Source: an optimization exercise on an open RTL-to-GDS flow (aim: small area, a short achievable clock period and few clock cycles). Production flows keep margins and buffers that such runs may drop. Only simulation tests tie the RTL to the original design; equivalence was not proved. Power is estimated from default activity; no workload was simulated.

==> flow/design.v <==
module sbmc_step (
    input  wire [13:0] s,
    output wire [11:0] acc,
    output wire [8:0]  q5,
    output wire [5:0]  q50
);
    wire neg = s[13];
    assign acc = s[13:2] + {11'd0, neg & (s[1:0] != 2'b00)};
    wire [10:0] y  = {~s[13], s[12:3]};
    assign q5  = y / 11'd5;
    assign q50 = y / 11'd50;
endmodule
module sbmc_tick #(
    parameter integer DT        = 100,
    parameter integer SCALE     = 1000,
    parameter integer N_AVG     = 4,
    parameter integer MASK_BITS = 0
) (
    input  wire        clk,
    input  wire        rst,
    input  wire [31:0] cfg_dist_target,
    input  wire [7:0]  cfg_n_ramp,
    input  wire [15:0] cfg_dwell_ticks,
    input  wire [7:0]  cfg_spd_op,
    input  wire [7:0]  cfg_spd_step,
    input  wire [15:0] cfg_cmd_stop,
    input  wire [15:0] cfg_cmd_rev,
    input  wire        run,
    input  wire        tick,
    input  wire        smp_valid,
    output wire        smp_ready,
    input  wire [55:0] smp_data,
    output wire        drv_valid,
    input  wire        drv_ready,
    output wire [15:0] drv_data,
    output wire        busy,
    output wire        running,
    output wire        fault,
    output wire [1:0]  phase,
    output wire [7:0]  ramp,
    output wire [15:0] dwell,
    output wire [31:0] acc,
    output wire [31:0] vel,
    output wire [31:0] distance
);
    localparam [1:0] PH_ACCEL  = 2'd0,
                     PH_CRUISE = 2'd1,
                     PH_REV    = 2'd2,
                     PH_STOP   = 2'd3;
    localparam [28:0] QO_ZERO = -29'sd21;    
    reg        run_q;
    reg        fault_q;
    reg [1:0]  phase_q;
    reg [7:0]  ramp_q;
    reg [15:0] dwell_q;
    reg [11:0] acc_q;         
    reg [31:0] vel_q;
    reg [31:0] dist_q;
    reg [28:0] qo_q;          
    reg [3:0]  r_q;           
    reg        pend_q;        
    reg        busy_q;
    reg        samp_q;        
    reg [1:0]  cnt_q;         
    reg        sb_q, sc_q, sd_q, se_q, sf_q;          
    reg        sd2_q, sd3_q, se2_q, se3_q;            
    reg        vovf_q, dovf_q;
    reg        spec_q;        
    reg        zero_q;        
    reg        dv_q;          
    reg        second_q;      
    reg [15:0] dd_q;          
    reg [13:0] s_q;           
    reg [8:0]  q5_q;          
    reg [5:0]  q50_q;
    reg [8:0]  dvel_q;        
    reg [5:0]  fdo_q;         
    reg [5:0]  ko_q;          
    reg        c_q;           
    reg [7:0]  nlvl_q;        
    reg [31:0] tgt_q;         
    reg        dz_q;          
    reg        rlast_q;       
    reg [33:0] h_q;           
    wire [11:0] b_acc;
    wire [8:0]  b_q5;
    wire [5:0]  b_q50;
    sbmc_step u_step (
        .s(s_q), .acc(b_acc), .q5(b_q5), .q50(b_q50)
    );
    wire        s_neg = s_q[13];
    wire        s_lo3 = s_q[2:0] != 3'b000;
    wire [2:0]  r5    = s_q[5:3] - q5_q[2:0] - {q5_q[0], 2'b00};
    wire        cinc  = s_neg && (r5 == 3'd4) && s_lo3;
    wire        cdec  = !s_neg && (r5 != 3'd4);
    wire [8:0]  dv_m  = q5_q - 9'd205;
    wire [8:0]  dv_0  = q5_q - 9'd204;
    wire [8:0]  dv_p  = q5_q - 9'd203;
    wire [8:0]  dvel  = cdec ? dv_m : (cinc ? dv_p : dv_0);
    wire [5:0]  r50   = s_q[8:3] - {q50_q[0], 5'd0} - {q50_q[1:0], 4'd0} - {q50_q[4:0], 1'b0};
    wire        cf    = s_neg ? (r50 >= (s_lo3 ? 6'd19 : 6'd20)) : (r50 >= 6'd24);
    wire [5:0]  q50_p = q50_q + 6'd1;
    wire [5:0]  fdo   = cf ? q50_p : q50_q;
    wire [32:0] vsum  = {vel_q[31], vel_q} + {{24{dvel_q[8]}}, dvel_q};
    wire        vovf  = vsum[32] != vsum[31];
    wire        vsafe = vel_q[31] == vel_q[30];
    wire [3:0]  md    = dvel_q[3:0] - {fdo_q[2:0], 1'b0} - {fdo_q[0], 3'd0} + 4'd2;
    wire [4:0]  u     = {1'b0, md} + {1'b0, r_q};
    wire        cy    = u >= 5'd10;
    wire [3:0]  rn    = cy ? u[3:0] - 4'd10 : u[3:0];
    wire [5:0]  ko    = fdo_q + {5'd0, cy};
    wire [33:0] hsum  = {{2{dist_q[31]}}, dist_q} + {{5{qo_q[28]}}, qo_q};
    wire [33:0] dsum  = h_q + {27'd0, {1'b0, ko_q} + {6'd0, c_q}};
    wire        dovf  = (dsum[33:31] != 3'b000) && (dsum[33:31] != 3'b111);
    wire        dsafe = dist_q[31] == dist_q[30];
    wire [28:0] qsum  = qo_q + {23'd0, ko_q} - 29'd21;
    wire        h_le  = h_q[33] && ((h_q[33:6] != {28{1'b1}}) || (h_q[5:0] <= 6'd20));
    wire        h_pos = !h_q[33] && (h_q != 34'd0);
    wire        d_ge  = $signed(dist_q) >= $signed(tgt_q);
    wire        d_le0 = dist_q[31] || (dist_q == 32'd0);
    wire live   = run_q && !fault_q && (phase_q != PH_STOP);
    wire active = samp_q || sb_q || sc_q || sd_q || sd2_q || sd3_q
                  || se_q || se2_q || se3_q || sf_q || dv_q;
    wire start  = pend_q && live && !active;
    wire take   = smp_valid && samp_q;
    wire sent   = dv_q && drv_ready;
    wire vel_we = (sd_q && vsafe) || (sd3_q && !vovf_q);
    wire dst_we = (se_q && dsafe) || (se3_q && !dovf_q);
    wire p0_a   = sb_q && (phase_q == PH_ACCEL) && vsafe && dsafe;
    wire e_ev   = dst_we && !spec_q;
    wire e_late = e_ev && ((phase_q == PH_ACCEL) || (phase_q == PH_CRUISE)
                           || ((phase_q == PH_REV) && !h_le && !h_pos));
    wire f_ev   = sf_q;
    wire p0_f   = f_ev && (phase_q == PH_ACCEL);
    wire p1_hit = f_ev && (phase_q == PH_CRUISE) && d_ge;
    wire p2_hit = (e_ev && (phase_q == PH_REV) && h_le)
                  || (f_ev && (phase_q == PH_REV) && d_le0);
    wire p0     = p0_a || p0_f;
    reg        n_pend, n_samp, n_sb, n_sc, n_sd, n_sd2, n_sd3, n_se, n_se2, n_se3,
               n_sf, n_dv, n_fault, n_run;
    reg [1:0]  n_phase;
    always @(*) begin
        n_run   = run_q;
        n_fault = fault_q;
        n_phase = phase_q;
        n_samp  = samp_q;
        n_sb    = 1'b0;
        n_sc    = sb_q;
        n_sd    = sc_q;
        n_sd2   = sd_q && !vsafe;
        n_sd3   = sd2_q;
        n_se    = vel_we;
        n_se2   = se_q && !dsafe;
        n_se3   = se2_q;
        n_sf    = e_late;
        n_dv    = dv_q;
        n_pend  = pend_q;
        if (run && !run_q) begin
            n_run   = 1'b1;
            n_phase = PH_ACCEL;
            n_pend  = 1'b0;
        end else begin
            n_pend = (tick && live) || (pend_q && !start);
            if (start) begin
                if (dwell_q != 16'd0) begin
                    if (dwell_q == 16'd1) begin
                        n_dv    = 1'b1;
                        n_phase = PH_REV;
                    end
                end else begin
                    n_samp = 1'b1;
                end
            end
            if (take && cnt_q == 2'd3) begin
                n_samp = 1'b0;
                n_sb   = 1'b1;
            end
            if (sent && !second_q)
                n_dv = 1'b0;
            if ((sd3_q && vovf_q) || (se3_q && dovf_q))
                n_fault = 1'b1;
            if (p0) begin
                n_dv = 1'b1;
                if (rlast_q)
                    n_phase = PH_CRUISE;
            end
            if (p1_hit) begin
                n_dv = 1'b1;
                if (dz_q)
                    n_phase = PH_REV;
            end
            if (p2_hit) begin
                n_dv    = 1'b1;
                n_phase = PH_STOP;
            end
        end
    end
    wire n_live = n_run && !n_fault && (n_phase != PH_STOP);
    always @(posedge clk) begin
        if (rst) begin
            run_q   <= 1'b0;
            fault_q <= 1'b0;
            phase_q <= PH_ACCEL;
            pend_q  <= 1'b0;
            busy_q  <= 1'b0;
            samp_q  <= 1'b0;
            sb_q    <= 1'b0;
            sc_q    <= 1'b0;
            sd_q    <= 1'b0;
            sd2_q   <= 1'b0;
            sd3_q   <= 1'b0;
            se_q    <= 1'b0;
            se2_q   <= 1'b0;
            se3_q   <= 1'b0;
            sf_q    <= 1'b0;
            dv_q    <= 1'b0;
            zero_q  <= 1'b0;
        end else begin
            run_q   <= n_run;
            fault_q <= n_fault;
            phase_q <= n_phase;
            pend_q  <= n_pend;
            busy_q  <= (n_pend && n_live) || n_samp || n_sb || n_sc || n_sd
                       || n_sd2 || n_sd3 || n_se || n_se2 || n_se3 || n_sf || n_dv;
            samp_q  <= n_samp;
            sb_q    <= n_sb;
            sc_q    <= n_sc;
            sd_q    <= n_sd;
            sd2_q   <= n_sd2;
            sd3_q   <= n_sd3;
            se_q    <= n_se;
            se2_q   <= n_se2;
            se3_q   <= n_se3;
            sf_q    <= n_sf;
            dv_q    <= n_dv;
            zero_q  <= (start && dwell_q == 16'd1) || (p1_hit && dz_q);
        end
    end
    always @(posedge clk) begin
        if (rst) begin
            ramp_q  <= 8'd0;
            dwell_q <= 16'd0;
            acc_q   <= 12'd0;
            vel_q   <= 32'd0;
            dist_q  <= 32'd0;
            qo_q    <= QO_ZERO;
            r_q     <= 4'd0;
        end else if (run && !run_q) begin
            ramp_q  <= 8'd0;
            dwell_q <= 16'd0;
            vel_q   <= 32'd0;
            dist_q  <= 32'd0;
            qo_q    <= QO_ZERO;
            r_q     <= 4'd0;
        end else begin
            if (start && dwell_q != 16'd0)
                dwell_q <= dwell_q - 16'd1;
            if (p1_hit && !dz_q)
                dwell_q <= cfg_dwell_ticks;
            if (p0)
                ramp_q <= ramp_q + 8'd1;
            if (sb_q)
                acc_q <= b_acc;
            if (sd_q)
                r_q <= rn;
            if (vel_we)
                vel_q <= vsum[31:0];
            if (dst_we) begin
                dist_q <= dsum[31:0];
                qo_q   <= qsum;
            end
            if (zero_q) begin
                vel_q <= 32'd0;
                qo_q  <= QO_ZERO;
                r_q   <= 4'd0;
            end
        end
    end
    always @(posedge clk) begin
        tgt_q   <= cfg_dist_target;
        h_q     <= hsum;
        dz_q    <= (cfg_dwell_ticks == 16'd0);
        rlast_q <= (ramp_q + 8'd1 == cfg_n_ramp);
        if (run && !run_q)
            nlvl_q <= cfg_spd_step;
        else if (p0)
            nlvl_q <= nlvl_q + cfg_spd_step;
        if (start)
            cnt_q <= 2'd0;
        else if (take)
            cnt_q <= cnt_q + 2'd1;
        if (take)
            s_q <= (s_q & {14{cnt_q != 2'd0}}) + {{2{smp_data[11]}}, smp_data[11:8], smp_data[7:0]};
        if (sb_q)
            spec_q <= p0_a;
        q5_q    <= b_q5;
        q50_q   <= b_q50;
        dvel_q  <= dvel;
        fdo_q   <= fdo;
        if (sd_q) begin
            ko_q <= ko;
            c_q  <= vsum[31] && (rn != 4'd0);
        end
        vovf_q  <= vovf;
        dovf_q  <= dovf;
        if (start) begin
            dd_q     <= cfg_cmd_rev;
            second_q <= 1'b0;
        end else if (p0) begin
            dd_q     <= {nlvl_q, cfg_spd_op};
            second_q <= 1'b0;
        end else if (p1_hit || p2_hit) begin
            dd_q     <= cfg_cmd_stop;
            second_q <= p1_hit && dz_q;
        end else if (sent) begin
            dd_q     <= cfg_cmd_rev;
            second_q <= 1'b0;
        end
    end
    assign smp_ready = samp_q;
    assign drv_valid = dv_q;
    assign drv_data  = dd_q;
    assign busy     = busy_q;
    assign running  = run_q;
    assign fault    = fault_q;
    assign phase    = phase_q;
    assign ramp     = ramp_q;
    assign dwell    = dwell_q;
    assign acc      = {{20{acc_q[11]}}, acc_q};
    assign vel      = vel_q;
    assign distance = dist_q;
endmodule
==> flow/flow/run.sh <==
#!/bin/bash
set -euo pipefail
export SETUP_SLACK_MARGIN=6.5
export BUFFER_PORTS_ARGS="-buffer_cell sky130_fd_sc_hd__buf_2"
bash standard.sh > standard.log 2>&1
==> flow/standard.sh <==
#!/bin/bash
# synth_recipe.tcl (not shown) runs the flow's synth.tcl, then flattens the netlist and writes it again
# the make line also repeats each setting of config.mk as NAME=value (left out here)
make -C /OpenROAD-flow-scripts/flow DESIGN_CONFIG=/design/flow/config.mk WORK_HOME=/design/flow/orfs CLKGATE_MAP_FILE= SYNTH_SCRIPT=/design/flow/synth_recipe.tcl "${@:-finish}"
==> flow/config.mk <==
export PLATFORM = sky130hd
export DESIGN_NAME = sbmc_tick
export DESIGN_NICKNAME = sbmc_tick
export VERILOG_FILES = /design/flow/design.v
export SDC_FILE = /design/flow/constraint.sdc
export NUM_CORES = 4
export LEC_CHECK = 0
export CAP_MARGIN = 20
export CORE_MARGIN = 2
export CORE_UTILIZATION = 40
export CTS_BUF_LIST = sky130_fd_sc_hd__clkbuf_4 sky130_fd_sc_hd__clkbuf_8
export SLEW_MARGIN = 20
==> flow/constraint.sdc <==
create_clock -name core_clock -period 10.0 [get_ports {clk}]
set_input_delay 2.0000 -clock core_clock [delete_from_list [all_inputs] [get_ports {clk}]]
set_output_delay 2.0000 -clock core_clock [all_outputs]
set_load 0.01 [all_outputs]
==> out/qor.txt, run 1 <==
status: no timing/DRC/antenna violations
grt total ovfl: 0
initial antenna violation count: 3
R2R depth: 16
Max Cap Violations: 0
Post-Syn Area per Cell: 8.41 sq um
unrepaired setup endpoints after global routing: yes
drt first pass iters: 5
WHS Path Cells: 1
via count: 18.3k
Pwr per Cell Area: 140 nW/um^2
Worst EP arrival: 4.00 ns
relative slew slack: 32.2%
most frequent CP cell: a21oi_2
DR vias/cell: 5.44
crit path capture type: register
gr usage total: 22.1%
Hold Path End: dvel_q[8]$_DFF_P_
r2r setup slk: 6.54 ns
final wirelength: 60100 um
Final min period: 3.60 ns
Hold Vio Cnt, Final: 0
CTS Sinks: 299
Final Net Count: 3007
drt initial violations: 1008
I/O pin cnt: 309
Met1 Wirelength: 25500 um
core area: 49000 sq um
root buf cell: clkbuf_8
delay-heaviest family, CP: compound AO/OA/AOI/OAI gates
Buffers & Inverters on Critical Path: 1
placed cell count: 3191
FF+latch count, synth: 299
Least-Margin Pin Slew: 1.01 ns
highest metal used: met4
r2r startpoint: cnt_q[0]$_SDFFE_PP0P_
crit share post-route: 36.0%
critical path type: primary input to register
die area: 51400 sq um
initial core utilization: 40.5%
mean routed wirelength per cell: 17.9 um
Detail Route met2 WL: 29300 um
fraction of registers with async set or reset after synthesis: 0%
Final Total Pwr: 0.00337 W
met3 routed WL: 3290 um
Fillers: 4669
leading cell types in the layout, fill and taps excluded: 262 x buf_2, 226 x dfxtp_1, 220 x nor2_1
first-pass GRT wire length: 90900 um
ANT nets after route: 0
Worst Path Max Fanout: 2
Layout area overhead: 21.6%
Setup crit start kind: primary input
CTS tree: done
Pins Over Slew Limit: 0
Cell Rows: 81
Die Y: 227 um
proportion of layout cells with a drive suffix above 1: 22.4%
H-tree level count: 2
Worst VDD drop: 0.0000877 V
Seq/Total Area, Yosys: 32.5%
DRC: 0
die width: 227 um
Max Freq: 0.278 GHz
vias in the first global route: 17.5k
P_leak: 11.0 nW
Reg2Reg Capture Point: s_q[13]$_DFFE_PP_
Fin Clk Skew: 0.0439 ns
global placer's final weighted congestion: 0.908
clock-pin slew on the worst setup and hold paths: 0.06 ns
Synth cell types: 94
Required @ worst endpoint: 10.40 ns
crit-path cells: buf_8, ha_4, a21o_1, a21oi_2, o21ai_2, a21oi_2, o21ai_2, a21oi_2, o21bai_2, a2111oi_4, o31ai_1, a21oi_1, xnor2_1
min-delay src: q5_q[8]$_DFF_P_
Most used DFF post-synth: dfxtp_1
Synthesized Nets: 2723
Ys Warns: 1
Clock Latency Late Sink: 0.69 ns
Worst Hold Class: register to register
ANT cells: 0
fin cells: 3355
dpl hpwl: 42700 um
crit-path max cell delay: 0.33 ns
Final setup viols: 0
Longest Clk Path Bufs: 3
crit path max-delay cell type: a2111oi_4
setup tns final: 0 ns
Syn Inst Count: 2358
largest net degree at the start of global routing: 61
Port Buf Inserts: 264
Post-Syn Area: 19800 sq um
Post-synth EDFFs: 46
most common cell after layout, fill and taps aside: buf_2
number of clock buffers inserted by TritonCTS: 58
## state kept, by name (all words and copies together) (netlist names), 2 cells and up
signal   flops
h_q         33
tgt_q       32
r_q          4
qo_q        29
phase_q      2
s_q         14
dd_q        16
q5_q         9
vel_q       32
dwell_q     16
nlvl_q       8
ko_q         6
dist_q      32
dvel_q       9
q50_q        6
acc_q       12
fdo_q        6
ramp_q       8
cnt_q        2
## synth_stat cells, drive strengths merged (33+ instances only)
| master | number | area share, % |
|---|---|---|
| nor2 | 226 | 4.3 |
| ha | 189 | 12 |
| nor2b | 37 | 1.2 |
| nand2 | 184 | 3.5 |
| edfxtp | 46 | 7.0 |
| a211oi | 68 | 2.6 |
| a21o | 52 | 2.0 |
| nand2b | 33 | 1.0 |
| inv | 159 | 3.0 |
| buf | 45 | 1.5 |
| xor2 | 66 | 2.9 |
| nor3 | 40 | 1.1 |
| clkbuf | 64 | 1.2 |
| o21ai | 121 | 3.1 |
| xnor2 | 130 | 5.8 |
| dfxtp | 253 | 26 |
| nand3 | 45 | 1.2 |
| a21oi | 175 | 4.4 |
## worst max-delay path by stage
| stage | start | endpoint | slack, ns | cells past startpoint |
|---|---|---|---|---|
| 6_report | smp_data[1] | s_q[13]$_DFFE_PP_ | 6.40 | 13 |
| 4_1_cts | smp_data[1] | s_q[13]$_DFFE_PP_ | 6.34 | 13 |
| 3_5_place_dp | smp_data[1] | s_q[13]$_DFFE_PP_ | 5.61 | 13 |
| 3_3_place_gp | smp_data[1] | s_q[13]$_DFFE_PP_ | 5.63 | 13 |
| 2_1_floorplan | smp_data[1] | s_q[13]$_DFFE_PP_ | 5.96 | 12 |
| 5_1_grt | smp_data[1] | s_q[13]$_DFFE_PP_ | 6.28 | 13 |
## per-stage QoR
stage / cell area (sq um) / setup slack, ns / utilization (%) / hold WS, ns
2_1_floorplan: 19900 / 5.96 / - / 0.402
3_3_place_gp: 21700 / 5.63 / 44.3 / 0.420
3_5_place_dp: 21700 / 5.61 / 44.3 / 0.423
4_1_cts: 23400 / 6.34 / 47.8 / 0.429
5_1_grt: 24100 / 6.28 / 49.3 / 0.445
6_report: 24100 / 6.40 / 49.3 / 0.428
## metal layers
metal  GRT usage [%]  up-vias
li1                -     8986
met1            27.7     8633
met2            38.1      507
met3            3.63      140
met4            8.28        0
met5               0        -
## where the power goes
part / internal [W] / total (W) / switching [W]
Combinational: 0.000332 / 0.000702 / 0.000370
Clock: 0.000779 / 0.00136 / 0.000582
Sequential: 0.00128 / 0.00131 / 0.0000301
Total: 0.00239 / 0.00337 / 0.000982
## what timing repair did
action / in CTS / in global routing
hold buffers: 0 / 0
endpoints found under the setup margin: 113 / 80
gates cloned: 2 / 3
gates resized for setup: 65 / 92
pin swaps: 16 / 45
setup buffers: 18 / 32
## logic make-up (layout without fill, tap and decap cells)
family                     count (synthesis)  after routing  share of synthesized area [%]
AOI/OAI and AO/OA                        635            637                           20.8
xor gates and xnor gates                 196            196                           8.69
adders and majority gates                199            199                           12.9
buffers and inverters                    272            603                           5.79
DFF                                      299            299                           32.5
muxes                                     19             19                          0.971
and+or+nand+nor                          738            738                           18.3
## layout make-up
type	count	area, sq um	area share (%)
Clock buffer	90	1130	4.69
Inverter	163	616	2.55
Tap cell	664	831	3.44
Clock inverter	19	181	0.752
Timing Repair Buffer	331	1960	8.12
Multi-Input combinational cell	1789	12900	53.6
Sequential cell	299	6480	26.9
Testbench counts, summed over its fixed seeds: cycles 34,941.
==> run 2: changes to the inputs <==
==> flow/flow/run.sh (replaced) <==
#!/bin/bash
set -euo pipefail
export SETUP_SLACK_MARGIN=6.7
export BUFFER_PORTS_ARGS="-buffer_cell sky130_fd_sc_hd__buf_2"
bash standard.sh > standard.log 2>&1
==> out/qor.txt, run 2 <==
Syn Inst Count: 2358
status: no timing/DRC/antenna violations
vias in the first global route: 18.0k
die width: 227 um
H-tree level count: 2
critical path type: primary input to register
Hold Vio Cnt, Final: 0
Most used DFF post-synth: dfxtp_1
unrepaired setup endpoints after global routing: yes
crit share post-route: 35.8%
Clock Latency Late Sink: 0.67 ns
Worst Hold Class: register to register
CTS tree: done
initial core utilization: 40.5%
Max Freq: 0.279 GHz
setup tns final: 0 ns
Synthesized Nets: 2723
DR vias/cell: 5.44
initial antenna violation count: 4
R2R depth: 16
Fin Clk Skew: 0.0479 ns
final wirelength: 61700 um
relative slew slack: 46.6%
hold slack final: 0.441 ns
Post-synth EDFFs: 46
Setup crit start kind: primary input
synth top area cells: dfxtp_1 26%, ha_1 12%, edfxtp_1 7.0%, xnor2_1 5.7%, a21oi_1 4.4%
Worst VDD drop: 0.0000952 V
largest area contributor in the netlist: dfxtp_1
mean routed wirelength per cell: 18.0 um
Seq/Total Area, Yosys: 32.5%
area share of the largest cell type after synthesis: 25.5%
Final min period: 3.58 ns
Layout area overhead: 28.7%
top cells by count, synth: 253 x dfxtp_1, 226 x nor2_1, 189 x ha_1
Least-Margin Pin Slew: 0.801 ns
Longest Clk Path Bufs: 3
I/O pin cnt: 309
root buf cell: clkbuf_8
CTS Sinks: 299
global placer's final weighted congestion: 0.895
P_leak: 11.5 nW
largest net degree at the start of global routing: 79
Biggest register: h_q
die area: 51400 sq um
ANT nets after route: 0
Port Buf Inserts: 264
Final Net Count: 3079
Worst EP arrival: 3.96 ns
first-pass GRT wire length: 92800 um
most common cell after layout, fill and taps aside: buf_2
Final setup viols: 0
Critical Path Start: smp_data[1]
grt total ovfl: 0
Fillers: 4523
Ys Warns: 1
drt first pass iters: 7
leading cell types in the layout, fill and taps excluded: 252 x buf_2, 213 x nor2_1, 188 x dfxtp_1
min-delay src: se2_q$_SDFF_PP0_
clock-pin slew on the worst setup and hold paths: 0.06 ns
crit path capture type: register
proportion of layout cells with a drive suffix above 1: 28.8%
drt initial violations: 1084
core area: 49000 sq um
Required @ worst endpoint: 10.38 ns
FF+latch count, synth: 299
Pins Over Slew Limit: 0
Die Y: 227 um
Post-Syn Area per Cell: 8.41 sq um
Max Cap Violations: 0
WHS Path Cells: 1
Post-Syn Area: 19800 sq um
DRC: 0
via count: 18.7k
Cell Rows: 81
Worst Path Max Fanout: 2
dpl hpwl: 41400 um
Pwr per Cell Area: 137 nW/um^2
fraction of registers with async set or reset after synthesis: 0%
gr usage total: 22.4%
Synth cell types: 94
r2r startpoint: cnt_q[0]$_SDFFE_PP0P_
Largest register FFs: 33
number of clock buffers inserted by TritonCTS: 56
most frequent cell after synthesis: dfxtp_1
## run 2: cell counts after synthesis
No cell type changed its count.
## run 2: metrics by stage
stage | cells | total power [W] | utilization (%) | setup WS, ns | instance area (sq um)
finish | 3427 | 0.00349 | 52.1 | 6.42 | 25500
global route | 3427 | 0.00367 | 52.1 | 6.34 | 25500
CTS | 3369 | 0.00340 | 49.2 | 6.38 | 24100
detailed placement | 3188 | 0.00192 | 44.3 | 5.61 | 21700
global placement | 3188 | 0.00190 | 44.3 | 5.61 | 21700
floorplan | 2358 | 0.00178 | - | 5.96 | 20000
## run 2: logic make-up after synthesis
kind of cell    after synthesis  share of synthesized area (%)
compound gates              635                           20.8
xor+xnor                    196                           8.69
fa+ha+maj                   199                           12.9
buf+inv                     272                           5.79
flops                       299                           32.5
mux                          19                          0.971
simple gates                738                           18.3
## run 2: area by class of cell
class | instances | area [sq um] | area share, %
diodes | 3 | 7.51 | 0.0294
multi-input cells | 1790 | 13600 | 53.1
flip-flops and latches | 299 | 6590 | 25.8
well taps | 664 | 831 | 3.25
repair buffers | 404 | 2620 | 10.3
clock inverters | 17 | 175 | 0.686
clock buffers | 87 | 1120 | 4.40
inverters | 163 | 626 | 2.45
## run 2: worst max-delay path, cell delays in order
cell and delay, ns:
buf_6 0.10, ha_4 0.19, a21o_1 0.16, a21oi_2 0.17, o21ai_1 0.10, a21oi_2 0.17
o21ai_2 0.07, a21oi_2 0.17, o21bai_2 0.13, a2111oi_4 0.35, o31ai_2 0.11, a21oi_1 0.16
xnor2_1 0.08
## run 2: per-layer routing
layer	vias to the layer above	wire length (um)	global-route usage, %
met3	138	3250	3.98
li1	9140	-	-
met4	0	1900	7.81
met5	-	0	0
met1	8872	26000	27.3
met2	506	30600	39.3
## run 2: final timing paths
check,endpoint,slack [ns]
worst max-delay path,s_q[13]$_DFFE_PP_,6.42
worst min-delay path,se3_q$_SDFF_PP0_,0.44
worst max register to register,s_q[13]$_DFFE_PP_,6.62
worst min register to register,se3_q$_SDFF_PP0_,0.44
## run 2: power breakdown
group          internal (W)  switching [W]  total [W]
sequential          0.00127      0.0000346    0.00131
combinational      0.000409       0.000409   0.000819
clock              0.000793       0.000572    0.00137
## run 2: timing repair
action | CTS | global route
setup endpoints to repair | 159 | 126
pin swaps | 57 | 98
gates cloned | 5 | 2
hold buffers | 0 | 0
setup buffers | 72 | 53
hold endpoints to repair | 0 | 0
resized for setup | 159 | 213
==> run 3: changes to the inputs <==
==> flow/flow/run.sh (replaced) <==
#!/bin/bash
set -euo pipefail
export SETUP_SLACK_MARGIN=6.6
export BUFFER_PORTS_ARGS="-buffer_cell sky130_fd_sc_hd__buf_2"
bash standard.sh > standard.log 2>&1
==> out/qor.txt, run 3 <==
Max Cap Violations: 0
Worst EP arrival: 3.88 ns
Combinational Power Share: 22.7%
R2R depth: 13
most common cell after layout, fill and taps aside: buf_2
Fin Clk Skew: 0.0394 ns
share of power burned in registers: 39.5%
Biggest register: h_q
core area: 49000 sq um
Layout area overhead: 22.6%
mux share of post-synthesis cell area: 0.971%
setup tns final: 0 ns
fraction of registers with async set or reset after synthesis: 0%
CTS Sinks: 299
Post-Syn Area per Cell: 8.41 sq um
Fillers: 4700
via count: 18.3k
Pins Over Slew Limit: 0
Die Y: 227 um
post-synthesis simple-gate area fraction: 18.3%
Least-Margin Pin Slew: 1.02 ns
crit-path max cell delay: 0.21 ns
xor and xnor fraction of the mapped netlist area: 8.69%
Largest register FFs: 33
H-tree level count: 2
crit path capture type: register
grt total ovfl: 0
min-delay src: se_q$_SDFF_PP0_
dpl hpwl: 41800 um
FF+latch count, synth: 299
unrepaired setup endpoints after global routing: yes
Final min period: 3.50 ns
die width: 227 um
Final Net Count: 3022
r2r startpoint: s_q[11]$_DFFE_PP_
Max Freq: 0.285 GHz
largest net degree at the start of global routing: 79
Hold Vio Cnt, Final: 0
largest area contributor in the netlist: dfxtp_1
number of clock buffers inserted by TritonCTS: 56
crit share post-route: 35.0%
DRC: 0
vias in the first global route: 17.7k
Worst Hold Class: register to register
Final setup viols: 0
first-pass GRT wire length: 92100 um
I/O pin cnt: 309
final wirelength: 60000 um
Synth cell types: 94
Port Buf Inserts: 264
WHS Path Cells: 2
synth top area cells: dfxtp_1 26%, ha_1 12%, edfxtp_1 7.0%, xnor2_1 5.7%, a21oi_1 4.4%
Setup crit start kind: primary input
gr usage total: 22.4%
final setup margin: 6.50 ns
global placer's final weighted congestion: 0.879
Clock Latency Late Sink: 0.66 ns
critical path type: primary input to register
top cells by count, synth: 253 x dfxtp_1, 226 x nor2_1, 189 x ha_1
Synthesized Nets: 2723
drt initial violations: 1011
die area: 51400 sq um
mean routed wirelength per cell: 17.8 um
Worst VDD drop: 0.000101 V
CTS tree: done
Post-synth EDFFs: 46
area share of the largest cell type after synthesis: 25.5%
Seq/Total Area, Yosys: 32.5%
initial antenna violation count: 3
delay-heaviest family, CP: compound AO/OA/AOI/OAI gates
Worst Path Max Fanout: 2
DR vias/cell: 5.42
Sw Ratio: 29.5%
Critical Path Stages: 15
Post-Syn Area: 19800 sq um
P_int: 0.00234 W
Syn Inst Count: 2358
most frequent cell after synthesis: dfxtp_1
P_leak: 11.1 nW
Critical Path Start: smp_data[0]
clock-pin slew on the worst setup and hold paths: 0.07 ns
Synth Area in Compound Gates: 20.8%
largest family of logic cells by synthesized area: compound AO/OA/AOI/OAI gates
leading cell types in the layout, fill and taps excluded: 262 x buf_2, 218 x nor2_1, 212 x dfxtp_1
drt first pass iters: 5
proportion of layout cells with a drive suffix above 1: 24.1%
Pwr per Cell Area: 136 nW/um^2
Buffers & Inverters on Critical Path: 2
CTS Hold Bufs: 0
status: no timing/DRC/antenna violations
Required @ worst endpoint: 10.38 ns
Cell Rows: 81
Most used DFF post-synth: dfxtp_1
Switch Pwr: 0.000976 W
crit path max-delay cell type: o21ai_1
root buf cell: clkbuf_8
clock group share of total power: 37.8%
Ys Warns: 1
Longest Clk Path Bufs: 3
post-synthesis adder-cell area fraction: 12.9%
initial core utilization: 40.5%
crit-path cells: buf_6, ha_4, inv_2, fa_2, nor2b_1, o21ai_1, a21boi_2, o21ai_2, a21boi_2, o21ai_1, nand2b_1, a21o_1, a21oi_2, o21ai_2, xor2_1
DP Worst Slack: 5.34 ns
ANT nets after route: 0
relative slew slack: 31.8%
-- run 3: power by group through the flow --
stage               registers [W]  clock network [W]  logic, W
floorplan                 0.00132                  0  0.000456
global placement          0.00133                  0  0.000562
detailed placement        0.00134                  0  0.000587
CTS                       0.00131            0.00129  0.000684
global route              0.00131            0.00135  0.000842
finish                    0.00131            0.00125  0.000752
-- run 3: worst min-delay path, delay by kind of cell, from the launching register on --
family	cells	cell delay (ns)
flops	1	0.33
simple gates	2	0.12
-- run 3: metal layers --
| metal | GRT usage (%) | vias to the layer above | share of wire [%] | wire, um |
|---|---|---|---|---|
| met5 | 0 | - | 0 | 0 |
| met4 | 7.70 | 0 | 3.2 | 1920 |
| met3 | 3.84 | 122 | 5.3 | 3160 |
| met2 | 39.0 | 493 | 49 | 29400 |
| met1 | 27.8 | 8609 | 43 | 25600 |
| li1 | - | 9058 | - | - |
-- run 3: logic make-up after synthesis --
family / Yosys count
fa+ha+maj: 199
simple gates: 738
compound gates: 635
buf+inv: 272
xor+xnor: 196
flops: 299
mux: 19
-- run 3: path summary, 6_finish.rpt --
path,end,slack (ns)
worst max-delay path,s_q[12]$_DFFE_PP_,6.50
worst min-delay path,se2_q$_SDFF_PP0_,0.45
worst max register to register,q5_q[0]$_DFF_P_,6.68
worst min register to register,se2_q$_SDFF_PP0_,0.45
-- run 3: layout make-up --
| class | instances | area (sq um) | area share (%) |
|---|---|---|---|
| Antenna cell | 2 | 5.00 | 0.0206 |
| Multi-Input combinational cell | 1792 | 13100 | 53.9 |
| Inverter | 163 | 616 | 2.53 |
| Timing Repair Buffer | 345 | 2050 | 8.43 |
| Clock inverter | 19 | 103 | 0.422 |
| Sequential cell | 299 | 6510 | 26.8 |
| Tap cell | 664 | 831 | 3.42 |
| Clock buffer | 86 | 1080 | 4.46 |
-- run 3: stage by stage --
stage / power [W] / hold WS (ns) / util (%) / instances / cell area (sq um)
after detailed placement: 0.00192 / 0.452 / 44.3 / 3189 / 21700
after floorplan: 0.00178 / 0.399 / - / 2358 / 20000
final: 0.00331 / 0.446 / 49.7 / 3370 / 24300
after global placement: 0.00190 / 0.446 / 44.3 / 3189 / 21700
after global routing: 0.00351 / 0.479 / 49.7 / 3369 / 24300
after CTS: 0.00328 / 0.442 / 48.1 / 3331 / 23500
-- run 3: what timing repair did --
action / 4_1_cts / 5_1_grt
endpoints found under the setup margin: 149 / 102
buffers inserted: 32 / 34
resized for setup: 104 / 109
hold endpoints to repair: 0 / 0
pin swaps: 32 / 55
cloned: 5 / 3
==> run 4: changes to the inputs <==
--- a/flow/config.mk
+++ b/flow/config.mk
@@ -9,4 +9,6 @@
 export CORE_MARGIN = 2
 export CORE_UTILIZATION = 40
 export CTS_BUF_LIST = sky130_fd_sc_hd__clkbuf_4 sky130_fd_sc_hd__clkbuf_8
+export CTS_CLUSTER_DIAMETER = 70
+export CTS_CLUSTER_SIZE = 20
 export SLEW_MARGIN = 20
==> out/qor.txt, run 4 <==
Hold Vio Cnt, Final: 0
Seq/Total Area, Yosys: 32.5%
Setup crit start kind: primary input
grt total ovfl: 0
Final Util: 48.6%
Multi-input gate area: 13100 sq um
unrepaired setup endpoints after global routing: yes
P_int: 0.00196 W
Post-Syn Area per Cell: 8.41 sq um
R2R depth: 16
largest area contributor in the netlist: dfxtp_1
Sw Ratio: 32.5%
Largest register FFs: 33
mean routed wirelength per cell: 17.9 um
Final Net Count: 3001
r2r setup slk: 6.65 ns
Final min period: 3.50 ns
Combinational Power Share: 25.6%
Worst Path Max Fanout: 2
Least-Margin Pin Slew: 1.04 ns
Port Buf Inserts: 264
placed cell count: 3189
P_leak: 10.8 nW
relative slew slack: 30.9%
crit path capture type: register
H-tree level count: 1
Fin Clk Skew: 0.0256 ns
post-route cell area: 23800 sq um
Synth cell types: 94
Reg area: 6520 sq um
fin cells: 3321
share of power burned in registers: 45.0%
FF+latch count, synth: 299
drt initial violations: 1036
Hold Path End: dvel_q[5]$_DFF_P_
I/O pin cnt: 309
Cell Rows: 81
top cells by count, synth: 253 x dfxtp_1, 226 x nor2_1, 189 x ha_1
Layout area overhead: 19.9%
Fillers: 4762
Post-Syn Area: 19800 sq um
Worst VDD drop: 0.000112 V
area share of the largest cell type after synthesis: 25.5%
Worst Hold Class: register to register
most common cell after layout, fill and taps aside: buf_2
cell area after placement: 21700 sq um
core area: 49000 sq um
Pwr per Cell Area: 122 nW/um^2
most frequent cell after synthesis: dfxtp_1
Clock Latency Late Sink: 0.65 ns
root buf cell: clkbuf_8
Synthesized Nets: 2723
initial antenna violation count: 4
crit share post-route: 35.0%
largest net degree at the start of global routing: 79
CTS tree: done
leading cell types in the layout, fill and taps excluded: 262 x buf_2, 219 x nor2_1, 210 x dfxtp_1
Max Cap Violations: 0
number of clock buffers inserted by TritonCTS: 27
DRC: 0
Longest Clk Path Bufs: 3
Ys Warns: 1
first-pass GRT wire length: 90700 um
synth top area cells: dfxtp_1 26%, ha_1 12%, edfxtp_1 7.0%, xnor2_1 5.7%, a21oi_1 4.4%
Max Freq: 0.286 GHz
die width: 227 um
CTS Sinks: 299
ANT nets after route: 0
Required @ worst endpoint: 10.40 ns
drt first pass iters: 5
Syn Inst Count: 2358
die area: 51400 sq um
Reg2Reg Capture Point: s_q[13]$_DFFE_PP_
critical path type: primary input to register
via count: 18.0k
clock group share of total power: 29.4%
Biggest register: h_q
DR vias/cell: 5.43
Post-synth EDFFs: 46
WHS Path Cells: 1
status: no timing/DRC/antenna violations
CTS Hold Bufs: 0
Most used DFF post-synth: dfxtp_1
Worst EP arrival: 3.90 ns
setup tns final: 0 ns
global placer's final weighted congestion: 0.879
dpl hpwl: 41800 um
clock-pin slew on the worst setup and hold paths: 0.11 ns
proportion of layout cells with a drive suffix above 1: 23.0%
vias in the first global route: 17.3k
Switch Pwr: 0.000944 W
min-delay src: q5_q[5]$_DFF_P_
initial core utilization: 40.5%
final wirelength: 59300 um
fraction of registers with async set or reset after synthesis: 0%
Final setup viols: 0
r2r startpoint: cnt_q[0]$_SDFFE_PP0P_
Die Y: 227 um
Pins Over Slew Limit: 0
gr usage total: 21.9%
-- run 4: cell counts after synthesis --
Identical to the previous run, type by type.
-- run 4: worst max-delay path by stage --
stage,from,end,slack (ns),depth (start not counted)
finish,smp_data[1],s_q[13]$_DFFE_PP_,6.50,13
global route,smp_data[1],s_q[13]$_DFFE_PP_,6.41,13
CTS,smp_data[1],s_q[13]$_DFFE_PP_,6.45,13
detailed placement,rst,vel_q[30]$_SDFFE_PP0P_,5.34,6
global placement,rst,vel_q[30]$_SDFFE_PP0P_,5.37,6
floorplan,smp_data[1],s_q[13]$_DFFE_PP_,5.96,12
-- run 4: kinds of logic after synthesis --
kind of cell               Yosys count  synth area share (%)
buffers and inverters              272                  5.79
muxes                               19                 0.971
DFF                                299                  32.5
AOI/OAI and AO/OA                  635                  20.8
adders and majority gates          199                  12.9
xor gates and xnor gates           196                  8.69
and+or+nand+nor                    738                  18.3
-- run 4: cell type report --
type,instances,area share [%]
Clock inverter,19,1.03
Sequential cell,299,27.4
Multi-Input combinational cell,1791,55.0
Timing Repair Buffer,354,8.86
Tap cell,664,3.49
Inverter,163,2.59
Clock buffer,28,1.59
Antenna cell,3,0.0316
-- run 4: power groups by stage --
stage | Combinational [W] | Sequential, W | Clock (W)
global route | 0.000833 | 0.00131 | 0.000929
floorplan | 0.000456 | 0.00132 | 0
global placement | 0.000562 | 0.00133 | 0
finish | 0.000743 | 0.00131 | 0.000854
detailed placement | 0.000587 | 0.00134 | 0
CTS | 0.000688 | 0.00131 | 0.000879
-- run 4: timing repair --
action | CTS | global route
setup endpoints to repair | 147 | 85
cloned | 4 | 3
resized for setup | 104 | 112
hold endpoints to repair | 0 | 0
pin swaps | 33 | 54
setup buffers | 37 | 38
-- run 4: metal layers --
| layer | GRT usage (%) | routed length [um] | share of wire, % |
|---|---|---|---|
| met2 | 38.8 | 29500 | 50 |
| met3 | 2.76 | 2610 | 4.4 |
| met4 | 6.18 | 1500 | 2.5 |
| met1 | 27.9 | 25700 | 43 |
| met5 | 0 | 0 | 0 |
-- run 4: stage by stage --
step / hold slack [ns] / total power, W / setup slack (ns)
final: 0.457 / 0.00290 / 6.50
after global routing: 0.466 / 0.00307 / 6.41
after detailed placement: 0.452 / 0.00192 / 5.34
after CTS: 0.449 / 0.00287 / 6.45
after floorplan: 0.399 / 0.00178 / 5.96
after global placement: 0.446 / 0.00190 / 5.37
-- run 4: worst max-delay path: stages --
cell	delay [ns]
buf_6	0.10
ha_4	0.20
a21o_1	0.16
a21oi_2	0.16
o21ai_2	0.08
a21oi_2	0.16
o21ai_1	0.09
a21oi_2	0.17
o21bai_2	0.11
a2111oi_4	0.32
o31ai_1	0.11
a21oi_1	0.16
xnor2_1	0.08
==> run 5: changes to the inputs <==
==> flow/flow/run.sh (replaced) <==
#!/bin/bash
set -euo pipefail
export SETUP_SLACK_MARGIN=6.75
export BUFFER_PORTS_ARGS="-buffer_cell sky130_fd_sc_hd__buf_2"
bash standard.sh > standard.log 2>&1
--- a/flow/config.mk
+++ b/flow/config.mk
@@ -9,6 +9,6 @@
 export CORE_MARGIN = 2
 export CORE_UTILIZATION = 40
 export CTS_BUF_LIST = sky130_fd_sc_hd__clkbuf_4 sky130_fd_sc_hd__clkbuf_8
-export CTS_CLUSTER_DIAMETER = 70
-export CTS_CLUSTER_SIZE = 20
+export CTS_CLUSTER_DIAMETER = 80
+export CTS_CLUSTER_SIZE = 16
 export SLEW_MARGIN = 20
==> out/qor.txt, run 5 <==
status: no timing/DRC/antenna violations
leading cell types in the layout, fill and taps excluded: 261 x buf_2, 214 x nor2_1, 183 x nand2_1
ANT nets after route: 0
CTS Sinks: 299
CTS tree: done
FF+latch count, synth: 299
mean routed wirelength per cell: 18.5 um
Cell Rows: 81
Setup crit start kind: primary input
min-delay src: q5_q[8]$_DFF_P_
Final Total Pwr: 0.00297 W
final wirelength: 63000 um
unrepaired setup endpoints after global routing: yes
gr usage total: 22.8%
synth top area cells: dfxtp_1 26%, ha_1 12%, edfxtp_1 7.0%, xnor2_1 5.7%, a21oi_1 4.4%
Worst VDD drop: 0.000133 V
die width: 227 um
Max Freq: 0.276 GHz
Final min period: 3.62 ns
Synth cell types: 94
global placer's final weighted congestion: 0.879
relative slew slack: 35.3%
DR vias/cell: 5.51
Seq/Total Area, Yosys: 32.5%
Critical Path Start: smp_data[0]
DP Worst Slack: 5.59 ns
Worst Hold Class: register to register
Biggest register: h_q
fraction of registers with async set or reset after synthesis: 0%
drt first pass iters: 5
Syn Inst Count: 2358
proportion of layout cells with a drive suffix above 1: 30.0%
core area: 49000 sq um
crit path capture type: register
Longest Clk Path Bufs: 3
via count: 18.8k
Final Net Count: 3079
Port Buf Inserts: 264
CTS Hold Bufs: 0
Worst EP arrival: 4.08 ns
drt initial violations: 1084
most frequent cell after synthesis: dfxtp_1
top cells by count, synth: 253 x dfxtp_1, 226 x nor2_1, 189 x ha_1
crit share post-route: 36.2%
Fin Clk Skew: 0.0357 ns
clock-pin slew on the worst setup and hold paths: 0.10 ns
vias in the first global route: 17.7k
H-tree level count: 1
initial antenna violation count: 9
Least-Margin Pin Slew: 0.966 ns
hold slack final: 0.463 ns
dpl hpwl: 42400 um
Most used DFF post-synth: dfxtp_1
Hold Vio Cnt, Final: 0
Post-Syn Area: 19800 sq um
Clock Latency Late Sink: 0.65 ns
Final setup viols: 0
die area: 51400 sq um
area share of the largest cell type after synthesis: 25.5%
r2r startpoint: cnt_q[0]$_SDFFE_PP0P_
Pwr per Cell Area: 116 nW/um^2
Post-Syn Area per Cell: 8.41 sq um
Pins Over Slew Limit: 0
final setup margin: 6.38 ns
largest area contributor in the netlist: dfxtp_1
Layout area overhead: 28.7%
grt total ovfl: 0
post-route cell area: 25500 sq um
setup tns final: 0 ns
cell area after placement: 21700 sq um
number of clock buffers inserted by TritonCTS: 26
I/O pin cnt: 309
root buf cell: clkbuf_8
DRC: 0
Die Y: 227 um
Post-synth EDFFs: 46
Required @ worst endpoint: 10.46 ns
critical path type: primary input to register
initial core utilization: 40.5%
Largest register FFs: 33
P_leak: 11.5 nW
largest net degree at the start of global routing: 61
Worst Path Max Fanout: 2
Ys Warns: 1
Max Cap Violations: 0
Synthesized Nets: 2723
most common cell after layout, fill and taps aside: buf_2
first-pass GRT wire length: 94000 um
## run 5: changes by cell type in the layout (fill, tap and decap cells not counted), sizes merged
cell,delta
bufbuf,+2
clkinv,-2
nor2,-1
diode,+3
inv,-9
clkbuf,+7
clkinvlp,+3
buf,+78
bufinv,+2
## run 5: metal layers
| metal | wire length [um] | vias to the layer above | GRT usage [%] |
|---|---|---|---|
| li1 | - | 9127 | - |
| met1 | 26200 | 8966 | 28.0 |
| met2 | 31700 | 516 | 40.8 |
| met3 | 2960 | 146 | 2.89 |
| met4 | 2190 | 0 | 7.60 |
| met5 | 0 | - | 0 |
## run 5: cells by family (layout without fill, tap and decap cells)
logic type               count (synthesis)  in the layout  share of synthesized area [%]
adder cells (fa/ha/maj)                199            199                           12.9
buffers and inverters                  272            645                           5.79
XOR/XNOR                               196            196                           8.69
AO/OA/AOI/OAI                          635            637                           20.8
AND/OR/NAND/NOR                        738            739                           18.3
other                                    0              6                              0
multiplexers                            19             19                          0.971
flip-flops                             299            299                           32.5
## run 5: area by class of cell
type	instances	area (sq um)
antenna	6	15.0
clock buffer	35	444
clock inverter	13	165
fill	4483	23400
inverter	163	624
multi-input combinational	1790	13800
sequential	299	6650
tap	664	831
timing repair buffer	434	3000
## run 5: what timing repair did
action,CTS,global route
resized for setup,216,216
cloned,7,4
endpoints found under the setup margin,210,134
pin swaps,58,129
buffers inserted,75,78
## run 5: critical path, cell delays in order
cell,delay [ns]
buf_6,0.08
ha_4,0.12
inv_2,0.03
fa_2,0.36
nor2b_2,0.14
o21ai_2,0.06
a21boi_1,0.19
o21ai_1,0.11
a21boi_1,0.22
o21ai_1,0.08
nand2b_1,0.10
a21o_1,0.14
a21oi_2,0.07
o21ai_1,0.16
xor2_1,0.20
## run 5: worst paths after layout
path	end	slack (ns)	depth (start not counted)
max	s_q[12]$_DFFE_PP_	6.38	15
min	dvel_q[8]$_DFF_P_	0.46	1
max reg2reg	s_q[13]$_DFFE_PP_	6.58	16
min reg2reg	dvel_q[8]$_DFF_P_	0.46	1
## run 5: where the power goes
group          internal, W  leakage [nW]  total (W)  switching [W]
Sequential         0.00127          2.52    0.00130      0.0000347
Clock             0.000378         0.310   0.000852       0.000475
Combinational     0.000398          8.62   0.000813       0.000414
Total              0.00204          11.5    0.00297       0.000924
## run 5: through the flow
stage | util [%] | instances
6_report | 52.2 | 3404
5_1_grt | 52.1 | 3402
4_1_cts | 48.4 | 3314
3_5_place_dp | 44.3 | 3184
3_3_place_gp | 44.3 | 3184
2_1_floorplan | - | 2358
==> run 6: changes to the inputs <==
==> flow/flow/run.sh (replaced) <==
#!/bin/bash
set -euo pipefail
export SETUP_SLACK_MARGIN=6.45
export BUFFER_PORTS_ARGS="-buffer_cell sky130_fd_sc_hd__buf_2"
bash standard.sh > standard.log 2>&1
==> out/qor.txt, run 6 <==
I/O pin cnt: 309
top cells by count, synth: 253 x dfxtp_1, 226 x nor2_1, 189 x ha_1
r2r startpoint: s_q[11]$_DFFE_PP_
unrepaired setup endpoints after global routing: yes
crit share post-route: 35.7%
Required @ worst endpoint: 10.38 ns
hold slack final: 0.440 ns
Syn Inst Count: 2358
Final Net Count: 2973
largest net degree at the start of global routing: 79
number of clock buffers inserted by TritonCTS: 27
grt total ovfl: 0
Clock Latency Late Sink: 0.66 ns
Least-Margin Pin Slew: 1.02 ns
Buffers & Inverters on Critical Path: 2
ANT nets after route: 0
vias in the first global route: 17.2k
Cell Rows: 81
crit-path max cell delay: 0.21 ns
most frequent cell after synthesis: dfxtp_1
crit path max-delay cell type: a21o_1
CTS tree: done
Fillers: 4774
dpl hpwl: 42800 um
Pwr per Cell Area: 125 nW/um^2
Port Buf Inserts: 264
Post-synth EDFFs: 46
Final Total Pwr: 0.00293 W
Worst VDD drop: 0.000101 V
min-delay src: q5_q[8]$_DFF_P_
Final setup viols: 0
crit-path cells: buf_8, ha_4, inv_2, fa_2, nor2b_2, o21ai_2, a21boi_2, o21ai_2, a21boi_2, o21ai_1, nand2b_1, a21o_1, a21oi_2, o21ai_2, xor2_1
gr usage total: 21.9%
global placer's final weighted congestion: 0.931
setup tns final: 0 ns
Max Cap Violations: 0
most frequent CP cell: o21ai_2
Fin Clk Skew: 0.0417 ns
Final min period: 3.57 ns
DR vias/cell: 5.49
die width: 227 um
mean routed wirelength per cell: 18.0 um
Post-Syn Area: 19800 sq um
largest area contributor in the netlist: dfxtp_1
H-tree level count: 1
Synth cell types: 94
initial core utilization: 40.5%
Worst Path Max Fanout: 2
first-pass GRT wire length: 91000 um
Synthesized Nets: 2723
Ys Warns: 1
via count: 18.1k
Setup crit start kind: primary input
DRC: 0
Final Util: 47.8%
Largest register FFs: 33
CTS Sinks: 299
drt first pass iters: 5
Pins Over Slew Limit: 0
delay-heaviest family, CP: compound AO/OA/AOI/OAI gates
Longest Clk Path Bufs: 3
Die Y: 227 um
Post-Syn Area per Cell: 8.41 sq um
cell area after placement: 21700 sq um
area share of the largest cell type after synthesis: 25.5%
P_leak: 10.6 nW
proportion of layout cells with a drive suffix above 1: 20.1%
die area: 51400 sq um
critical path type: primary input to register
Worst Hold Class: register to register
relative slew slack: 31.5%
leading cell types in the layout, fill and taps excluded: 262 x buf_2, 233 x dfxtp_1, 222 x nor2_1
most common cell after layout, fill and taps aside: buf_2
Layout area overhead: 17.9%
core area: 49000 sq um
crit path capture type: register
Critical Path Start: smp_data[0]
Hold Vio Cnt, Final: 0
clock-pin slew on the worst setup and hold paths: 0.10 ns
Worst EP arrival: 3.95 ns
Most used DFF post-synth: dfxtp_1
status: no timing/DRC/antenna violations
FF+latch count, synth: 299
initial antenna violation count: 3
synth top area cells: dfxtp_1 26%, ha_1 12%, edfxtp_1 7.0%, xnor2_1 5.7%, a21oi_1 4.4%
final wirelength: 59300 um
Max Freq: 0.280 GHz
Seq/Total Area, Yosys: 32.5%
post-route cell area: 23400 sq um
CTS Hold Bufs: 0
drt initial violations: 1055
fraction of registers with async set or reset after synthesis: 0%
Biggest register: h_q
root buf cell: clkbuf_8
-- run 6: final timing paths --
path / to / cells after the start / slack [ns]
worst min register to register: dvel_q[8]$_DFF_P_ / 1 / 0.44
worst min-delay path: dvel_q[8]$_DFF_P_ / 1 / 0.44
worst max-delay path: s_q[12]$_DFFE_PP_ / 15 / 6.43
worst max register to register: q5_q[0]$_DFF_P_ / 12 / 6.50
-- run 6: layer usage --
| layer | vias to the layer above | wire length, um | GRT usage, % | share of wire (%) |
|---|---|---|---|---|
| li1 | 8918 | - | - | - |
| met1 | 8628 | 25800 | 28.0 | 43 |
| met2 | 440 | 29200 | 38.6 | 49 |
| met3 | 96 | 2590 | 2.32 | 4.4 |
| met4 | 0 | 1710 | 6.56 | 2.9 |
| met5 | - | 0 | 0 | 0 |
-- run 6: logic make-up after synthesis --
kind of cell | Yosys count | synth area share (%)
AND/OR/NAND/NOR | 738 | 18.3
AO/OA/AOI/OAI | 635 | 20.8
flip-flops | 299 | 32.5
buffers and inverters | 272 | 5.79
adder cells (fa/ha/maj) | 199 | 12.9
XOR/XNOR | 196 | 8.69
multiplexers | 19 | 0.971
-- run 6: area by class of cell --
| type | instances | area (sq um) | share of cell area, % |
|---|---|---|---|
| antenna | 4 | 10.0 | 0.0428 |
| sequential | 299 | 6480 | 27.7 |
| multi-input combinational | 1790 | 12900 | 55.1 |
| clock inverter | 15 | 211 | 0.904 |
| inverter | 163 | 616 | 2.63 |
| tap | 664 | 831 | 3.55 |
| clock buffer | 33 | 442 | 1.89 |
| timing repair buffer | 327 | 1910 | 8.17 |
-- run 6: power breakdown --
| part | switching [W] | internal [W] |
|---|---|---|
| logic | 0.000375 | 0.000350 |
| registers | 0.0000290 | 0.00128 |
| clock network | 0.000490 | 0.000406 |
| total | 0.000894 | 0.00203 |
-- run 6: stage by stage --
stage,setup slack [ns],std cells
2_1_floorplan,5.96,2358
3_3_place_gp,5.53,3187
3_5_place_dp,5.48,3187
4_1_cts,6.33,3260
5_1_grt,6.32,3294
6_report,6.43,3295
-- run 6: timing repair --
item	CTS	global route
setup endpoints to repair	114	81
pin swaps	15	41
cloned	2	3
setup buffers	23	28
gates resized for setup	53	94
==> run 7: changes to the inputs <==
==> flow/flow/run.sh (replaced) <==
#!/bin/bash
set -euo pipefail
export SETUP_SLACK_MARGIN=6.6
export BUFFER_PORTS_ARGS="-buffer_cell sky130_fd_sc_hd__buf_2"
bash standard.sh > standard.log 2>&1
==> out/qor.txt, run 7 <==
Layout area overhead: 19.5%
mean routed wirelength per cell: 17.8 um
Final min period: 3.54 ns
drt first pass iters: 5
Switch Pwr: 0.000878 W
crit share post-route: 35.4%
number of clock buffers inserted by TritonCTS: 25
largest area contributor in the netlist: dfxtp_1
share of power burned in registers: 45.5%
ANT nets after route: 0
Final Total Pwr: 0.00288 W
Die Y: 227 um
GR met3 Demand/Resource: 2.73%
DRC: 0
top cells by count, synth: 253 x dfxtp_1, 226 x nor2_1, 189 x ha_1
Worst Hold Class: register to register
Port Buf Inserts: 264
proportion of layout cells with a drive suffix above 1: 22.5%
Fin Clk Skew: 0.0207 ns
Pins Over Slew Limit: 0
Required @ worst endpoint: 10.38 ns
leading cell types in the layout, fill and taps excluded: 261 x buf_2, 219 x nor2_1, 217 x dfxtp_1
crit path capture type: register
I/O pin cnt: 309
Largest register FFs: 33
dpl hpwl: 41800 um
Final setup viols: 0
Worst EP arrival: 3.92 ns
DR vias/cell: 5.45
Combinational Power Share: 27.3%
core area: 49000 sq um
Syn Inst Count: 2358
area share of the largest cell type after synthesis: 25.5%
clock-pin slew on the worst setup and hold paths: 0.10 ns
unrepaired setup endpoints after global routing: yes
hold slack final: 0.465 ns
synth top area cells: dfxtp_1 26%, ha_1 12%, edfxtp_1 7.0%, xnor2_1 5.7%, a21oi_1 4.4%
Pwr per Cell Area: 121 nW/um^2
fraction of registers with async set or reset after synthesis: 0%
drt initial violations: 1147
Fillers: 4712
r2r startpoint: cnt_q[0]$_SDFFE_PP0P_
Worst VDD drop: 0.000100 V
clock group share of total power: 27.2%
Post-Syn Area: 19800 sq um
Hold Vio Cnt, Final: 0
Clock Latency Late Sink: 0.63 ns
Max Freq: 0.283 GHz
R2R depth: 16
CTS Hold Bufs: 0
CTS Sinks: 299
final wirelength: 59100 um
fin cells: 3318
Most used DFF post-synth: dfxtp_1
Setup crit start kind: primary input
Sw Ratio: 30.6%
largest net degree at the start of global routing: 79
Synthesized Nets: 2723
r2r setup slk: 6.64 ns
grt met2 use: 38.6%
via count: 18.1k
status: no timing/DRC/antenna violations
Worst setup endpoint: s_q[13]$_DFFE_PP_
Longest Clk Path Bufs: 3
first-pass GRT wire length: 90200 um
P_int: 0.00200 W
Worst Path Max Fanout: 2
Cell Rows: 81
most frequent cell after synthesis: dfxtp_1
global placer's final weighted congestion: 0.879
most common cell after layout, fill and taps aside: buf_2
Max Cap Violations: 0
initial core utilization: 40.5%
cell area after placement: 21700 sq um
Post-Syn Area per Cell: 8.41 sq um
Ys Warns: 1
initial antenna violation count: 5
H-tree level count: 1
grt total ovfl: 0
CTS tree: done
grt peak-use layer: met2
Critical Path Start: smp_data[1]
critical path type: primary input to register
vias in the first global route: 17.3k
Reg2Reg Capture Point: s_q[13]$_DFFE_PP_
gr usage total: 21.8%
Biggest register: h_q
relative slew slack: 31.7%
met1 GRT Util: 27.7%
setup tns final: 0 ns
P_leak: 10.8 nW
post-route cell area: 23700 sq um
Post-synth EDFFs: 46
Seq/Total Area, Yosys: 32.5%
placed cell count: 3189
Final Net Count: 3002
root buf cell: clkbuf_8
FF+latch count, synth: 299
Synth cell types: 94
die width: 227 um
Least-Margin Pin Slew: 1.02 ns
die area: 51400 sq um
==> run 7: cell type report <==
class	count	area [sq um]	share of cell area, %
multi-input combinational	1791	13100	55.2
sequential	299	6500	27.4
timing repair buffer	357	2110	8.92
tap	664	831	3.51
inverter	163	619	2.61
clock buffer	32	422	1.78
clock inverter	8	109	0.459
antenna	4	10.0	0.0422
==> run 7: layer usage <==
metal	routed length (um)	up-vias
met5	0	-
met1	25500	8583
met3	2820	99
met4	1530	0
met2	29200	449
li1	-	8963
==> run 7: kinds of logic after synthesis <==
| group | share of synthesized area [%] |
|---|---|
| XOR/XNOR | 8.69 |
| AO/OA/AOI/OAI | 20.8 |
| AND/OR/NAND/NOR | 18.3 |
| multiplexers | 0.971 |
| buffers and inverters | 5.79 |
| flip-flops | 32.5 |
| adder cells (fa/ha/maj) | 12.9 |
==> run 7: timing repair <==
item | in CTS | in global routing
gates resized for setup | 100 | 107
gates cloned | 3 | 3
pin swaps | 33 | 61
endpoints found under the setup margin | 142 | 107
setup buffers | 35 | 44
==> run 7: critical path: stages <==
cell and delay [ns]:
buf_6 0.10, ha_4 0.19, a21o_1 0.19, a21oi_2 0.17, o21ai_2 0.07, a21oi_2 0.15, o21ai_1 0.09, a21oi_2 0.17
o21bai_2 0.11, a2111oi_4 0.33, o31ai_1 0.12, a21oi_1 0.16, xnor2_1 0.08
==> run 7: how the worst min path moves through the flow <==
stage,startpoint,to,slack (ns),depth (start not counted)
final,q50_q[5]$_DFF_P_,fdo_q[5]$_DFF_P_,0.46,1
after global routing,q5_q[4]$_DFF_P_,dvel_q[4]$_DFF_P_,0.48,1
after CTS,q5_q[7]$_DFF_P_,dvel_q[7]$_DFF_P_,0.47,1
after detailed placement,second_q$_SDFFE_PP0P_,second_q$_SDFFE_PP0P_,0.45,2
after global placement,sc_q$_SDFF_PP0_,sd_q$_SDFF_PP0_,0.45,1
after floorplan,q5_q[8]$_DFF_P_,dvel_q[8]$_DFF_P_,0.40,1
==> run 7: stage by stage <==
stage                     setup slack, ns  util [%]
after global routing                 6.36      48.4
after CTS                            6.42      46.7
after floorplan                      5.96         -
after global placement               5.37      44.3
final                                6.46      48.4
after detailed placement             5.34      44.3
==> run 7: power groups by stage <==
| stage | Sequential [W] | Clock (W) | Combinational, W |
|---|---|---|---|
| 2_1_floorplan | 0.00132 | 0 | 0.000456 |
| 3_3_place_gp | 0.00133 | 0 | 0.000562 |
| 3_5_place_dp | 0.00134 | 0 | 0.000587 |
| 4_1_cts | 0.00131 | 0.000809 | 0.000688 |
| 5_1_grt | 0.00131 | 0.000857 | 0.000873 |
| 6_report | 0.00131 | 0.000782 | 0.000785 |
==> run 8: changes to the inputs <==
--- a/flow/config.mk
+++ b/flow/config.mk
@@ -8,7 +8,7 @@
 export CAP_MARGIN = 20
 export CORE_MARGIN = 2
 export CORE_UTILIZATION = 40
-export CTS_BUF_LIST = sky130_fd_sc_hd__clkbuf_4 sky130_fd_sc_hd__clkbuf_8
-export CTS_CLUSTER_DIAMETER = 80
-export CTS_CLUSTER_SIZE = 16
+export CTS_BUF_LIST = sky130_fd_sc_hd__clkbuf_8 sky130_fd_sc_hd__clkbuf_16
+export CTS_CLUSTER_DIAMETER = 60
+export CTS_CLUSTER_SIZE = 24
 export SLEW_MARGIN = 20
==> out/qor.txt, run 8 <==
gr usage total: 22.3%
drt first pass iters: 5
Reg2Reg Capture Point: s_q[13]$_DFFE_PP_
grt total ovfl: 0
Required @ worst endpoint: 10.30 ns
crit path max-delay cell type: a2111oi_4
Biggest register: h_q
Worst Path Max Fanout: 2
mean routed wirelength per cell: 18.0 um
CTS Sinks: 299
Ys Warns: 1
Worst EP arrival: 3.93 ns
Max Cap Violations: 0
number of clock buffers inserted by TritonCTS: 34
Hold Path End: sd3_q$_SDFF_PP0_
relative slew slack: 31.8%
delay-heaviest family, CP: compound AO/OA/AOI/OAI gates
R2R depth: 16
Setup crit start kind: primary input
status: no timing/DRC/antenna violations
Worst Hold Class: register to register
H-tree level count: 2
CTS tree: done
Pins Over Slew Limit: 0
Final min period: 3.62 ns
I/O pin cnt: 309
most common cell after layout, fill and taps aside: buf_2
P_leak: 11.1 nW
Die Y: 227 um
fraction of registers with async set or reset after synthesis: 0%
leading cell types in the layout, fill and taps excluded: 261 x buf_2, 229 x dfxtp_1, 218 x nor2_1
min-delay src: sd2_q$_SDFF_PP0_
Most used DFF post-synth: dfxtp_1
crit share post-route: 36.2%
Seq/Total Area, Yosys: 32.5%
via count: 18.2k
Final Net Count: 3001
Final setup viols: 0
unrepaired setup endpoints after global routing: yes
die width: 227 um
first-pass GRT wire length: 91300 um
Post-Syn Area: 19800 sq um
Syn Inst Count: 2358
Pwr per Cell Area: 141 nW/um^2
final wirelength: 59700 um
most frequent cell after synthesis: dfxtp_1
Longest Clk Path Bufs: 3
Final Total Pwr: 0.00343 W
r2r setup slk: 6.64 ns
dpl hpwl: 41800 um
Post-synth EDFFs: 46
core area: 49000 sq um
Post-Syn Area per Cell: 8.41 sq um
post-route cell area: 24400 sq um
global placer's final weighted congestion: 0.879
crit-path max cell delay: 0.35 ns
Port Buf Inserts: 264
FF+latch count, synth: 299
Final Util: 49.8%
die area: 51400 sq um
crit-path cells: buf_6, ha_4, a21o_1, a21oi_2, o21ai_2, a21oi_2, o21ai_1, a21oi_2, o21bai_2, a2111oi_4, o31ai_1, a21oi_1, xnor2_1
largest net degree at the start of global routing: 79
clock-pin slew on the worst setup and hold paths: 0.07 ns
top cells by count, synth: 253 x dfxtp_1, 226 x nor2_1, 189 x ha_1
Layout area overhead: 22.9%
synth top area cells: dfxtp_1 26%, ha_1 12%, edfxtp_1 7.0%, xnor2_1 5.7%, a21oi_1 4.4%
Worst VDD drop: 0.000118 V
setup tns final: 0 ns
cell area after placement: 21700 sq um
ANT nets after route: 0
initial antenna violation count: 5
Largest register FFs: 33
Hold Vio Cnt, Final: 0
Synth cell types: 94
Fin Clk Skew: 0.0245 ns
Synthesized Nets: 2723
largest area contributor in the netlist: dfxtp_1
Clock Latency Late Sink: 0.56 ns
Least-Margin Pin Slew: 1.02 ns
area share of the largest cell type after synthesis: 25.5%
r2r startpoint: cnt_q[0]$_SDFFE_PP0P_
Max Freq: 0.276 GHz
Buffers & Inverters on Critical Path: 1
drt initial violations: 1037
critical path type: primary input to register
vias in the first global route: 17.4k
WHS Path Cells: 1
root buf cell: clkbuf_16
DR vias/cell: 5.46
Cell Rows: 81
initial core utilization: 40.5%
proportion of layout cells with a drive suffix above 1: 22.6%
most frequent CP cell: a21oi_2
crit path capture type: register
DRC: 0
==> run 8: how the worst max path moves through the flow <==
stage,slack (ns),from,cells past startpoint,end
finish,6.38,smp_data[1],13,s_q[13]$_DFFE_PP_
global route,6.29,smp_data[1],13,s_q[13]$_DFFE_PP_
CTS,6.35,smp_data[1],13,s_q[13]$_DFFE_PP_
detailed placement,5.34,rst,6,vel_q[30]$_SDFFE_PP0P_
global placement,5.37,rst,6,vel_q[30]$_SDFFE_PP0P_
floorplan,5.96,smp_data[1],12,s_q[13]$_DFFE_PP_
==> run 8: layout make-up <==
class                   count  area, sq um
fillers                  4678        24600
multi-input cells        1791        13200
flip-flops and latches    299         6490
repair buffers            347         2080
clock buffers              37          915
well taps                 664          831
inverters                 163          616
clock inverters            23          290
diodes                      3         7.51
==> run 8: cell families (layout without fill, tap and decap cells) <==
group,Yosys count,count (layout),share of synthesized area (%)
xor+xnor,196,196,8.69
simple gates,738,740,18.3
compound gates,635,637,20.8
fa+ha+maj,199,199,12.9
other cells,0,3,0
buf+inv,272,570,5.79
flops,299,299,32.5
mux,19,19,0.971
==> run 8: per-stage QoR <==
step           setup slack [ns]  hold slack [ns]  cells
2_1_floorplan              5.96            0.399   2358
3_3_place_gp               5.37            0.446   3189
3_5_place_dp               5.34            0.452   3189
4_1_cts                    6.35            0.461   3290
5_1_grt                    6.29            0.481   3326
6_report                   6.38            0.460   3327
==> run 8: what timing repair did <==
action / CTS / global route
resized for setup: 87 / 121
pin swaps: 33 / 59
setup buffers: 37 / 31
cloned: 4 / 3
setup endpoints to repair: 130 / 83
hold buffers: 0 / 0
==> run 8: routing by layer <==
layer / GRT usage (%) / part of all wire, % / vias up
li1: - / - / 9002
met5: 0 / 0 / -
met4: 6.66 / 2.4 / 0
met3: 3.52 / 4.9 / 90
met1: 28.0 / 43 / 8651
met2: 39.1 / 50 / 430
==> run 8: report_power, final <==
group	switching (W)	total, W	leakage (nW)	internal (W)
logic	0.000394	0.000771	7.97	0.000377
clock network	0.000586	0.00136	0.597	0.000769
registers	0.0000314	0.00131	2.49	0.00128

-- port drivers added, routing unchanged --
The flow's constraints put no driver on any port. The routed layouts listed below were extracted and timed again, unchanged, in two steps.
Step 1: set_driving_cell puts a clkbuf_16 on clk and a buf_2 on each other input, an assumption about the parent block.
Step 2 moves the port delays by t, midway between the first and last clock arrival at a register: inputs arrive t later, outputs are due t later. That takes back most of the time a late clock gives input paths.
Slacks: ideal / step 1 / step 2; pairs: ideal / step 1.
run | t, ns | setup slack, ns | worst data-port slew with drivers (ns)
run 1 | 0.720 | 6.400 / 6.420 / 5.700 | 0.08
run 2 | 0.700 | 6.421 / 6.443 / 5.743 | 0.08
run 3 | 0.696 | 6.497 / 6.515 / 5.819 | 0.10
run 4 | 0.691 | 6.500 / 6.524 / 5.834 | 0.10
run 5 | 0.691 | 6.380 / 6.397 / 5.707 | 0.10
run 6 | 0.690 | 6.425 / 6.441 / 5.751 | 0.10
run 7 | 0.670 | 6.461 / 6.483 / 5.813 | 0.10
run 8 | 0.602 | 6.376 / 6.403 / 5.801 | 0.09
After both steps every run listed still meets setup and hold. For run 1, which loses most, drivers alone change the setup slack by +0.020 ns; drivers and shift together by -0.700 ns.
